From an optimization exercise on the open Yosys and OpenROAD flow, aimed at small area; shortcuts taken in it are not production practice. Function was checked by simulation only, so behaviour that the tests miss may differ from the original. Power and IR drop assume default switching activity.

// rfg_ftc
module rfg_ftc #(
    parameter int          NUM_SESSIONS     = 4,
    parameter int          NUM_PORTS        = 4,
    parameter bit          CHECKSUM_XOR     = 1'b0,      
    parameter logic [7:0]  OPMAP_ID         = 8'h5A,
    parameter logic [15:0] RESET_ERROR_DATA = 16'h00FF,
    parameter int          BAUD_DIV         = 8,         
    parameter int          TICK_DIV         = 100        
) (
    input  logic                 clk,
    input  logic                 rst,
    input  logic [10:0]          bus_addr,
    input  logic [31:0]          bus_wdata,
    input  logic                 bus_we,
    input  logic                 bus_re,
    output logic [31:0]          bus_rdata,
    output logic                 irq,
    output logic [NUM_PORTS-1:0] txd,
    input  logic [NUM_PORTS-1:0] rxd,
    input  logic [NUM_PORTS-1:0] present
);
    localparam int NS = 4;
    localparam int NP = 4;
    localparam int TW = $clog2(TICK_DIV);
    localparam logic [1:0] PH_IDLE = 2'd0;
    localparam logic [1:0] PH_TX   = 2'd1;
    localparam logic [1:0] PH_RX   = 2'd2;
    localparam logic [3:0] E_NONE        = 4'd0;
    localparam logic [3:0] E_CONNECTION  = 4'd1;
    localparam logic [3:0] E_NOT_OPEN    = 4'd2;
    localparam logic [3:0] E_VALIDATION  = 4'd3;
    localparam logic [3:0] E_WR_TIMEOUT  = 4'd4;
    localparam logic [3:0] E_RD_TIMEOUT  = 4'd5;
    localparam logic [3:0] E_CKSUM       = 4'd6;
    localparam logic [3:0] E_UNSUPPORTED = 4'd7;
    localparam logic [3:0] E_ILLEGAL_OP  = 4'd8;
    localparam logic [3:0] E_GUARD_STATE = 4'd9;
    localparam logic [7:0] OP_OPEN   = 8'h01;
    localparam logic [7:0] OP_CLOSE  = 8'h02;
    localparam logic [7:0] OP_SEND   = 8'h03;
    localparam logic [7:0] OP_ENCODE = 8'h04;
    localparam logic [7:0] OP_DECODE = 8'h05;
    localparam logic [7:0] OP_GENTER = 8'h30;
    localparam logic [7:0] OP_GEXITN = 8'h31;
    localparam logic [7:0] OP_GEXITE = 8'h32;
    localparam logic [7:0] OP_GEXITF = 8'h33;
    localparam logic [7:0] WIRE_OPERATION_W = 8'h0B;
    function automatic logic [7:0] ck(input logic [7:0] b0, input logic [7:0] b1,
  ...
Size: about 92 I/O pins, about 0.060 sq mm of cells after synthesis.
export LEC_CHECK = 0
export CAP_MARGIN = 20
export CORE_MARGIN = 2
export CORE_UTILIZATION = 40
export CTS_BUF_LIST = sky130_fd_sc_hd__clkbuf_8
export CTS_CLUSTER_DIAMETER = 45
export CTS_CLUSTER_SIZE = 12
export SLEW_MARGIN = 20
create_clock -name core_clock -period 11.0 [get_ports {clk}]
standard.sh (not shown) runs the stock make flow with config.mk's settings and CLKGATE_MAP_FILE= SYNTH_SCRIPT=/design/flow/synth_recipe.tcl, a recipe that flattens the netlist after the stock synthesis.
==> flow/flow/run.sh <==
#!/bin/bash
# Layout flow: the standard flow (standard.sh), with three changes.
# * After the standard synthesis has written its netlist, the combinational
#   logic between the registers is mapped again by ABC for area (resyn.tcl);
#   the registers, their names and cell types, and the ports are left as the
#   standard synthesis made them. The standard flow goes on from that netlist.
# * Clock tree synthesis inserts no dummy loads (the tree is not padded to
#   balance its branches; timing is met without it).
# * Each input and output port gets its buffer as in the standard flow, but
#   a buf_2 rather than the default clkdlybuf4s50_1 delay cell.
# Each tool's full output goes to a log file of its own in this folder.
set -euo pipefail
W=$PWD
R=$W/orfs/results/$FLOW_PLATFORM/rfg_ftc/base

# 1. standard synthesis, up to its netlist
bash standard.sh "$R/1_2_yosys.v" > "$W/log_1_standard_synth.txt" 2>&1

# 2. re-map the combinational logic for area
YOSYS=$(command -v yosys || echo "$FLOW_HOME/../tools/install/yosys/bin/yosys")
cp "$R/1_2_yosys.v" "$W/standard_1_2_yosys.v"
RESYN_IN="$W/standard_1_2_yosys.v" RESYN_OUT="$W/resyn_1_2_yosys.v" \
    RESYN_LIB="$FLOW_HOME/platforms/$FLOW_PLATFORM/lib/sky130_fd_sc_hd__tt_025C_1v80.lib" \
    "$YOSYS" -c flow/resyn.tcl > "$W/log_2_resyn.txt" 2>&1
cp "$W/resyn_1_2_yosys.v" "$R/1_2_yosys.v"
touch "$R/1_2_yosys.v"

# 3. the rest of the standard flow, from the re-mapped netlist
CTS="-sink_clustering_enable -repair_clock_nets -dont_use_dummy_load"
CTS="$CTS -buf_list sky130_fd_sc_hd__clkbuf_8 -sink_clustering_size 12 -sink_clustering_max_diameter 45"
bash standard.sh "CTS_ARGS=$CTS" "BUFFER_PORTS_ARGS=-buffer_cell sky130_fd_sc_hd__buf_2" finish \
    > "$W/log_3_standard_layout.txt" 2>&1
Other scripts of this flow, unchanged in this note and not shown: flow/flow/resyn.tcl
Change:
- CORE_UTILIZATION: 40 -> 55
Via count grows by about 2%.
Global-route usage grows by 12 points.
Setup slack degrades by 0.31 ns.
Wire length shrinks by 3.0%.
Clock power shrinks by about 7%.
Synthesized cell count is unchanged.
Non-clock buffer count shrinks by 15.
Final cell count shrinks by 6.6%.

[port drivers added, routing unchanged]
How much do the figures lean on ideal ports? The routed layouts below were timed once more, with nothing changed but the port constraints.
Step 1 (the two cells are an assumption about what drives the block):
set clk [get_ports {clk}]
set_driving_cell -lib_cell sky130_fd_sc_hd__clkbuf_16 $clk
set_driving_cell -lib_cell sky130_fd_sc_hd__buf_2 [delete_from_list [all_inputs] $clk]
Step 2 adds t to the input delays and takes it off the output delays; t is the mean of the earliest and latest rising clock arrival at the registers after step 1. Input paths then give back, and output paths get back, about the clock's delay inside the block.
Slacks: no drivers / after step 1 / after step 2; pairs: no drivers / after step 1.
| run | shift t [ns] | slack for setup (ns) | worst setup path after step 2 | worst register clock-pin slew, ns | worst data-port slew with drivers (ns) |
|---|---|---|---|---|---|
| the first run | 0.996 | 3.598 / 3.656 / 2.659 | input to register | 0.09 / 0.09 | 0.20 |
| the second run | 0.942 | 3.283 / 3.330 / 2.389 | input to register | 0.09 / 0.09 | 0.18 |
After both steps every run listed still meets setup and hold. For the first run, which loses most, drivers alone change the setup slack by +0.058 ns; drivers and shift together by -0.939 ns.
